Background: an optimization exercise with open tools, aiming at small area. Do not read the settings as production practice.
At most, simulation tests tie the RTL to the original design; equivalence was not proved.
Power is estimated from default activity; no workload was simulated. The flow treats the clock pin as an ideal source, which a real chip does not have.

==> flow/design.v <==
module ca_core (
    input  wire        clk,
    input  wire        rst,           
    output wire        imem_re,
    output wire [9:0]  imem_addr,
    input  wire [15:0] imem_rdata,
    output wire        dmem_re,
    output wire        dmem_we,
    output wire [15:0] dmem_addr,
    output wire [7:0]  dmem_wdata,
    input  wire [7:0]  dmem_rdata,
    output wire        halted,
    output wire        fault,
    output wire [15:0] fault_pc,
    output wire [15:0] fault_word,
    output wire        eff_valid,
    output wire [15:0] eff_pc,
    output wire        eff_reg_we,
    output wire [5:0]  eff_reg_idx,
    output wire [7:0]  eff_reg_val,
    output wire        eff_mem_we,
    output wire [10:0] eff_mem_addr,
    output wire [7:0]  eff_mem_val,
    output wire        eff_redirect,
    output wire [15:0] eff_target,
    output wire [4:0]  eff_sreg,
    output wire [4:0]  obs_sreg
);
    reg  [255:0] ring0;           
    reg  [255:0] ring1;           
    reg  [4:0]   cnt;             
    reg          clr;             
    reg  [9:0]   pc;
    reg          ovf;             
    reg          bvalid;          
    reg  [7:0]   breg;
    reg          sr_z, sr_n, sr_c, sr_v, sr_s;
    wire [15:0] w  = imem_rdata;
    wire [3:0]  op = w[15:12];
    wire [5:0]  rs = w[11:6];
    wire [5:0]  lo = w[5:0];
    wire op_add  = (op == 4'd0);
    wire op_sub  = (op == 4'd1);
    wire op_mul  = (op == 4'd2);
    wire op_movi = (op == 4'd3);
    wire op_beqz = (op == 4'd4);
    wire op_andi = (op == 4'd5);
    wire op_eor  = (op == 4'd6);
    wire op_br   = (op == 4'd7);
    wire op_sal  = (op == 4'd8);
    wire op_sar  = (op == 4'd9);
    wire op_ldr  = (op == 4'd10);
    wire op_str  = (op == 4'd11);
    wire rfmt    = op_add | op_sub | op_mul | op_eor | op_br;
    wire invalid = op[3] & op[2];
    wire endw    = (w == 16'h0000);
    wire [7:0] h0 = clr ? 8'h00 : ring0[7:0];
    wire [7:0] h1 = clr ? 8'h00 : ring1[7:0];
    wire [7:0] a     = rs[5] ? h1 : h0;
    wire [7:0] bhead = lo[5] ? h1 : h0;
    wire       rs_hit = (cnt == rs[4:0]);
    wire       rt_hit = (cnt == lo[4:0]);
    wire       shift  = op_sal | op_sar;
    wire       big    = lo[5] | lo[4] | lo[3];
    wire [7:0] onehot = big ? 8'h00 : (8'h01 << lo[2:0]);
    wire [7:0] bsrc   = rfmt ? bhead : shift ? onehot : {lo[5], lo[5], lo};
    wire       bready = !rfmt || rt_hit;
    wire [7:0] b      = breg;
    wire exec = !ovf && !invalid && !endw && rs_hit && bvalid;
    wire [7:0] bx   = op_sub ? ~b : b;
    wire [7:0] pp_ = a ^ bx;
    wire [7:0] gg_ = a & bx;
    wire [8:0] ac_;
    assign ac_[0] = op_sub;
    genvar gq;
    generate for (gq = 0; gq < 8; gq = gq + 1) begin : g_add
        assign ac_[gq + 1] = gg_[gq] | (pp_[gq] & ac_[gq]);
    end endgenerate
    wire [8:0] sum = {ac_[8], pp_ ^ ac_[7:0]};
    wire [7:0] arev  = {a[0], a[1], a[2], a[3], a[4], a[5], a[6], a[7]};
    wire [7:0] fill  = big ? 8'hff : (8'h01 << lo[2:0]) - 8'h01;
    wire [7:0] mx    = op_sar ? arev : a;
    wire [7:0] pp [0:7];
    genvar gj, gk;
    generate for (gj = 0; gj < 8; gj = gj + 1) begin : g_pp
        assign pp[gj] = b[gj] ? (mx << gj) : 8'd0;
    end endgenerate
    wire [7:0] rs_ [0:7];
    wire [7:0] rc_ [0:7];
    assign rs_[0] = pp[0];
    assign rc_[0] = 8'd0;
    generate for (gj = 1; gj < 8; gj = gj + 1) begin : g_row
        for (gk = 0; gk < 8; gk = gk + 1) begin : g_col
            wire x = rs_[gj-1][gk];
            wire y = pp[gj][gk];
            wire z = (gk == 0) ? 1'b0 : rc_[gj-1][gk-1];
            assign rs_[gj][gk] = x ^ y ^ z;
            assign rc_[gj][gk] = (x & y) | (z & (x ^ y));
        end
    end endgenerate
    wire [8:0] fc;
    wire [7:0] prod;
    assign fc[0] = 1'b0;
    generate for (gk = 0; gk < 8; gk = gk + 1) begin : g_fin
        wire x = rs_[7][gk];
        wire z = (gk == 0) ? 1'b0 : rc_[7][gk-1];
        assign prod[gk] = x ^ z ^ fc[gk];
        assign fc[gk+1] = (x & z) | (fc[gk] & (x ^ z));
    end endgenerate
    wire [7:0] prs   = prod | (fill & {8{a[7] & op_sar}});
    wire [7:0] srev  = {prs[0], prs[1], prs[2], prs[3], prs[4], prs[5], prs[6], prs[7]};
    reg [7:0] r;
    always @(*) begin
        case (op)
            4'd0, 4'd1: r = sum[7:0];
            4'd2, 4'd8: r = prod;
            4'd5:       r = gg_;
            4'd6:       r = pp_;
            4'd9:       r = srev;
            4'd10:      r = dmem_rdata;
            default:    r = b;
        endcase
    end
    wire wr_reg = op_add | op_sub | op_mul | op_movi | op_andi | op_eor |
                  op_sal | op_sar | op_ldr;
    wire wr_zn  = op_add | op_sub | op_mul | op_andi | op_eor | op_sal | op_sar;
    wire wr_cvs = op_add | op_sub;
    wire c_new = op_sub ? !sum[8] : sum[8];
    wire v_new = (a[7] == bx[7]) && (sum[7] != a[7]);
    wire new_z = wr_zn  ? (r == 8'h00)   : sr_z;
    wire new_n = wr_zn  ? r[7]           : sr_n;
    wire new_c = wr_cvs ? c_new          : sr_c;
    wire new_v = wr_cvs ? v_new          : sr_v;
    wire new_s = wr_cvs ? (r[7] ^ v_new) : sr_s;
    wire        taken_beqz = op_beqz && (a == 8'h00);
    wire [5:0]  offs = taken_beqz ? lo : 6'd0;
    wire        neg  = taken_beqz & lo[5];
    wire [16:0] ic;
    wire [15:0] inc;
    wire [15:0] ia = {6'd0, pc};
    wire [15:0] ib = {{10{neg}}, offs};
    assign ic[0] = 1'b1;
    genvar gi;
    generate for (gi = 0; gi < 16; gi = gi + 1) begin : g_inc
        assign inc[gi]    = ia[gi] ^ ib[gi] ^ ic[gi];
        assign ic[gi + 1] = (ia[gi] & ib[gi]) | (ic[gi] & (ia[gi] ^ ib[gi]));
    end endgenerate
    wire        redirect = taken_beqz | op_br;
    wire [15:0] target   = op_br ? {a, b} : inc;
    wire w0 = exec && wr_reg && !rs[5];
    wire w1 = exec && wr_reg &&  rs[5];
    always @(posedge clk) begin
        ring0 <= {(w0 ? r : h0), ring0[255:8]};
        ring1 <= {(w1 ? r : h1), ring1[255:8]};
        if (!bvalid)
            breg <= bsrc;
        if (rst) begin
            cnt    <= 5'd0;
            clr    <= 1'b1;
            pc     <= 10'd0;
            ovf    <= 1'b0;
            bvalid <= 1'b0;
            sr_z   <= 1'b0;
            sr_n   <= 1'b0;
            sr_c   <= 1'b0;
            sr_v   <= 1'b0;
            sr_s   <= 1'b0;
        end else begin
            cnt <= cnt + 5'd1;
            if (cnt == 5'd31)
                clr <= 1'b0;
            bvalid <= !exec && (bvalid || bready);
            if (exec) begin
                sr_z <= new_z;
                sr_n <= new_n;
                sr_c <= new_c;
                sr_v <= new_v;
                sr_s <= new_s;
                pc   <= target[9:0];
                ovf  <= |target[15:10];
            end
        end
    end
    assign imem_re   = 1'b1;
    assign imem_addr = pc;
    assign dmem_re    = 1'b1;
    assign dmem_we    = exec && op_str;
    assign dmem_addr  = {{10{lo[5]}}, lo};
    assign dmem_wdata = a;
    assign halted     = ovf || endw;
    assign fault      = !ovf && invalid;
    assign fault_pc   = {6'd0, pc};
    assign fault_word = w;
    assign eff_valid    = exec;
    assign eff_pc       = {6'd0, pc};
    assign eff_reg_we   = wr_reg;
    assign eff_reg_idx  = rs;
    assign eff_reg_val  = r;
    assign eff_mem_we   = op_str && !lo[5];
    assign eff_mem_addr = {{5{lo[5]}}, lo};
    assign eff_mem_val  = a;
    assign eff_redirect = redirect;
    assign eff_target   = target;
    assign eff_sreg     = {new_c, new_v, new_n, new_s, new_z};
    assign obs_sreg = {sr_c, sr_v, sr_n, sr_s, sr_z};
endmodule
clock: 10.0 ns
lec_check: 0
abc_area: 1
cap_margin: 20
core_margin: 2
core_utilization: 55
gpl_timing_driven: 0
slew_margin: 20
standard.sh (not shown) runs the stock make flow with config.mk's settings and CLKGATE_MAP_FILE= SYNTH_SCRIPT=/design/flow/synth_recipe.tcl, a recipe that flattens the netlist after the stock synthesis.
==> flow/flow/run.sh <==
#!/bin/bash
# The standard layout (standard.sh) with these changes:
#  - synthesis is the standard synthesis except that ABC maps the logic
#    for area with flow/area.abc (flow/synth_area.tcl); registers are mapped
#    exactly as in the standard synthesis,
#  - the netlist's buffers are removed at floorplan (REMOVE_ABC_BUFFERS),
#  - constant outputs share tie cells (SKIP_REPAIR_TIE_FANOUT),
#  - ports are buffered with sky130_fd_sc_hd__buf_1,
#  - clock tree synthesis builds larger sink clusters and adds no dummy loads.
# Every tool's output goes to standard.log (ORFS keeps per-step logs too).
set -uo pipefail
here=$(pwd)
export BUFFER_PORTS_ARGS="-buffer_cell sky130_fd_sc_hd__buf_1"
export REMOVE_ABC_BUFFERS=1
export SKIP_REPAIR_TIE_FANOUT=1
export CTS_ARGS="-sink_clustering_enable -repair_clock_nets -dont_use_dummy_load -buf_list sky130_fd_sc_hd__clkbuf_16 -sink_clustering_size 34 -sink_clustering_max_diameter 100"
export AREA_ABC_SCRIPT="$here/flow/area.abc"
sed "s#SYNTH_SCRIPT=[^ ]*#SYNTH_SCRIPT=$here/flow/synth_area.tcl#" standard.sh > area_standard.sh
if ! grep -q "SYNTH_SCRIPT=$here/flow/synth_area.tcl" area_standard.sh; then
  echo "could not point standard.sh at flow/synth_area.tcl" >&2
  exit 1
fi
bash area_standard.sh > standard.log 2>&1
==> flow/flow/area.abc <==
strash
dch -f
amap
==> flow/flow/synth_area.tcl <==
# The standard synthesis (synth_recipe.tcl), except that ABC maps for
# area with the script in area.abc instead of ORFS's abc_area.script.
proc synth {args} { yosys synth -nofsm -noshare {*}$args }
proc abc {args} {
  set i [lsearch -exact $args -script]
  if {$i >= 0} {
    set args [lreplace $args $i [expr {$i + 1}] -script $::env(AREA_ABC_SCRIPT)]
  }
  yosys abc {*}$args
}
source $::env(SCRIPTS_DIR)/synth.tcl
# left out here: clear keep_hierarchy, flatten, clean up, hide names made inside functions, write 1_2_yosys.v
Edit:
--- a/flow/design.v
+++ b/flow/design.v
@@ -65,21 +65,13 @@
     wire [7:0] onehot = big ? 8'h00 : (8'h01 << lo[2:0]);
     wire [7:0] bsrc   = rfmt ? bhead : shift ? onehot : {lo[5], lo[5], lo};
     wire       bready = !rfmt || rt_hit;
     wire [7:0] b      = breg;
     wire exec = !ovf && !invalid && !endw && rs_hit && bvalid;
     wire [7:0] bx   = op_sub ? ~b : b;
-    wire [7:0] pp_ = a ^ bx;
-    wire [7:0] gg_ = a & bx;
-    wire [8:0] ac_;
-    assign ac_[0] = op_sub;
-    genvar gq;
-    generate for (gq = 0; gq < 8; gq = gq + 1) begin : g_add
-        assign ac_[gq + 1] = gg_[gq] | (pp_[gq] & ac_[gq]);
-    end endgenerate
-    wire [8:0] sum = {ac_[8], pp_ ^ ac_[7:0]};
+    wire [8:0] sum  = {1'b0, a} + {1'b0, bx} + {8'd0, op_sub};
     wire [7:0] arev  = {a[0], a[1], a[2], a[3], a[4], a[5], a[6], a[7]};
     wire [7:0] fill  = big ? 8'hff : (8'h01 << lo[2:0]) - 8'h01;
     wire [7:0] mx    = op_sar ? arev : a;
     wire [7:0] pp [0:7];
     genvar gj, gk;
     generate for (gj = 0; gj < 8; gj = gj + 1) begin : g_pp
@@ -111,14 +103,14 @@
     wire [7:0] srev  = {prs[0], prs[1], prs[2], prs[3], prs[4], prs[5], prs[6], prs[7]};
     reg [7:0] r;
     always @(*) begin
         case (op)
             4'd0, 4'd1: r = sum[7:0];
             4'd2, 4'd8: r = prod;
-            4'd5:       r = gg_;
-            4'd6:       r = pp_;
+            4'd5:       r = a & b;
+            4'd6:       r = a ^ b;
             4'd9:       r = srev;
             4'd10:      r = dmem_rdata;
             default:    r = b;
         endcase
     end
     wire wr_reg = op_add | op_sub | op_mul | op_movi | op_andi | op_eor |
Outcome:
- The new run finished with timing, DRC and antenna clean
- non-clock buffer count falls by 7
- register-to-register slack gains 0.12 ns
- worst setup slack gains 0.058 ns
- routed wire length falls by 2.4%
- via count rises by 1.6%
- critical path depth rises by 3
- cell area hardly moves
- flip-flop and latch count does not change
- total power falls by 0.70%
The RTL of the first run of this note was laid out without a check of its function.

## static timing again, ports no longer ideal
In the flow no input, the clock included, has a driving cell. The finished layouts below were timed again as built, in two steps. Step 1, drivers: a clkbuf_16 drives clk and a buf_2 each remaining input, both assumed. Step 2 adds t to the input delays and takes it off the output delays; t is the mean of the earliest and latest rising clock arrival at the registers after step 1. Input paths then give back, and output paths get back, about the clock's delay inside the block. Slacks: ideal ports / drivers / drivers and shift; pairs: ideal ports / drivers.
run | shift t [ns] | setup WS [ns] | worst hold slack (ns)
the first run | 0.565 | 0.232 / 0.209 / 0.209 | 0.271 / 0.271 / 0.271
the second run | 0.554 | 0.291 / 0.267 / 0.267 | 0.305 / 0.305 / 0.305
After both steps every run listed still meets setup and hold. For the second run, which loses most, drivers alone change the setup slack by -0.024 ns; drivers and shift together by -0.024 ns.
